What follows belongs to an exercise in optimizing a design on an open flow for small area; a production flow would make more cautious choices.
In this exercise RTL edits were held to simulation tests only and were not proved equivalent to the original.
Power and IR drop assume default switching activity. No driver is modelled on the clock port, so clocking that relies on it looks cheaper here than on a real chip.

// vgax_core
module vgax_core (
    input  wire        clk,
    input  wire        rst,        
    input  wire [2:0]  h_cmd,      
    input  wire [15:0] h_addr,
    input  wire [7:0]  h_wdata,
    output wire [31:0] h_rdata,
    output wire        h_ready,
    output wire        irq_v,
    output wire        irq_h,
    input  wire        iack,
    output wire        hsync,
    output wire        vsync,
    output wire [1:0]  color
);
Size: roughly 3800 cells after synthesis, about 69 I/O pins.
Settings: LEC_CHECK=0, CAP_MARGIN=20, CORE_MARGIN=2, CORE_UTILIZATION=40, SLEW_MARGIN=20; clock period 10.0 ns.
standard.sh (not shown) runs the stock make flow with config.mk's settings and CLKGATE_MAP_FILE= SYNTH_SCRIPT=/design/flow/synth_recipe.tcl, a recipe that flattens the netlist after the stock synthesis.
==> flow/flow/run.sh <==
#!/bin/bash
# Layout flow: the standard flow, with
#  - the framebuffer port (module vgax_fbport: one-hot decode, write enables
#    and read mux) mapped by hand (gen_fbport.py) instead of by ABC;
#  - an area-oriented ABC mapping for the rest of the logic (same Yosys
#    script otherwise, so the registers are the standard synthesis's);
#  - a clock tree built from fewer, larger sink clusters, small port
#    buffers, and downsizing of non-critical cells after global routing.
set -euo pipefail
W=$(pwd)
F=$W/flow

python3 $F/gen_fbport.py > $W/fbport_gates.v

cat > $W/area_synth.tcl <<EOF
proc synth {args} { yosys synth -nofsm -noshare {*}\$args }
proc abc {args} {
  set i [lsearch -exact \$args -script]
  if {\$i >= 0} {
    set args [lreplace \$args [expr {\$i + 1}] [expr {\$i + 1}] $F/abc_area.script]
  }
  yosys abc {*}\$args
}
source \$::env(SCRIPTS_DIR)/synth.tcl
read_verilog -overwrite $W/fbport_gates.v
hierarchy -top \$::env(DESIGN_NAME)
# left out here: clear keep_hierarchy, flatten, clean up
yosys rename -hide {w:*\$func\$*}
set la {}
foreach f \$::env(LIB_FILES) { lappend la -liberty \$f }
tee -o \$::env(REPORTS_DIR)/synth_stat_final.txt stat {*}\$la
write_verilog -noattr -nohex -nodec \$::env(RESULTS_DIR)/1_2_yosys.v
EOF

CTS="-sink_clustering_enable -repair_clock_nets -dont_use_dummy_load"
CTS="$CTS -sink_clustering_size ${CTS_SIZE:-30} -sink_clustering_max_diameter ${CTS_DIAM:-110}"

bash $W/standard.sh SYNTH_SCRIPT=$W/area_synth.tcl SYNTH_KEEP_MODULES=vgax_fbport \
  "CTS_ARGS=$CTS" "BUFFER_PORTS_ARGS=-buffer_cell sky130_fd_sc_hd__buf_1" RECOVER_POWER=100 \
  ${STAGES:-finish} > $W/standard.log 2>&1
Other scripts of this flow, unchanged in this note and not shown: flow/flow/abc_area.script, flow/flow/gen_fbport.py
The first run ran to the end with violations: max-capacitance violations, max-slew violations.
Rerun with:
--- a/flow/flow/run.sh
+++ b/flow/flow/run.sh
@@ -7,2 +7,2 @@
-#  - a clock tree built from fewer, larger sink clusters, small port
-#    buffers, and downsizing of non-critical cells after global routing.
+#  - a clock tree built from fewer, larger sink clusters, and small port
+#    buffers.
@@ -36 +36 @@
-CTS="$CTS -sink_clustering_size ${CTS_SIZE:-30} -sink_clustering_max_diameter ${CTS_DIAM:-110}"
+CTS="$CTS -sink_clustering_size ${CTS_SIZE:-28} -sink_clustering_max_diameter ${CTS_DIAM:-110}"
@@ -39 +39 @@
-  "CTS_ARGS=$CTS" "BUFFER_PORTS_ARGS=-buffer_cell sky130_fd_sc_hd__buf_1" RECOVER_POWER=100 \
+  "CTS_ARGS=$CTS" "BUFFER_PORTS_ARGS=-buffer_cell sky130_fd_sc_hd__buf_1" \
After rerunning: With this change the flow produced a clean layout. Worst setup slack improves by 0.21 ns. Synthesized area does not change. Worst hold slack is about the same.
Rerun with:
--- a/flow/flow/run.sh
+++ b/flow/flow/run.sh
@@ -36 +36 @@
-CTS="$CTS -sink_clustering_size ${CTS_SIZE:-28} -sink_clustering_max_diameter ${CTS_DIAM:-110}"
+CTS="$CTS -sink_clustering_size ${CTS_SIZE:-32} -sink_clustering_max_diameter ${CTS_DIAM:-110}"
Critical path depth stays the same.
Global-route usage is about the same.
Clock power fell by about 5%.
Worst setup slack loses 0.10 ns.
Rerun with:
--- a/flow/flow/run.sh
+++ b/flow/flow/run.sh
@@ -36 +36 @@
-CTS="$CTS -sink_clustering_size ${CTS_SIZE:-32} -sink_clustering_max_diameter ${CTS_DIAM:-110}"
+CTS="$CTS -sink_clustering_size ${CTS_SIZE:-30} -sink_clustering_max_diameter ${CTS_DIAM:-110}"
What happened: The changed run completed without violations; power goes up by 0.58%; register-to-register slack improves by 0.12 ns; die area stays the same.

-- static timing again, ports no longer ideal --
No port has a modelled driver above. Below, the same layouts with a new extraction and two added sets of constraints.
Step 1 sets driving cells, clkbuf_16 on the clock port and buf_2 on the other inputs (assumed; they add their load-dependent delay and slew).
Step 2 adds t to the input delays and takes it off the output delays; t is the mean of the earliest and latest rising clock arrival at the registers after step 1. Input paths then give back, and output paths get back, about the clock's delay inside the block.
Slacks: ideal / step 1 / step 2; pairs: ideal / step 1.
run | t (ns) | slack for setup (ns) | hold WS [ns] | worst data-port slew with drivers (ns)
the first run | 0.787 | 0.391 / 0.360 / 0.360 | 0.467 / 0.467 / 0.467 | 0.08
the second run | 0.782 | 0.600 / 0.570 / 0.570 | 0.468 / 0.468 / 0.468 | 0.07
the third run | 0.779 | 0.496 / 0.466 / 0.466 | 0.467 / 0.467 / 0.467 | 0.07
the fourth run | 0.792 | 0.464 / 0.434 / 0.434 | 0.467 / 0.467 / 0.467 | 0.07
For the first run, which loses most, drivers alone change the setup slack by -0.031 ns; drivers and shift together by -0.031 ns.
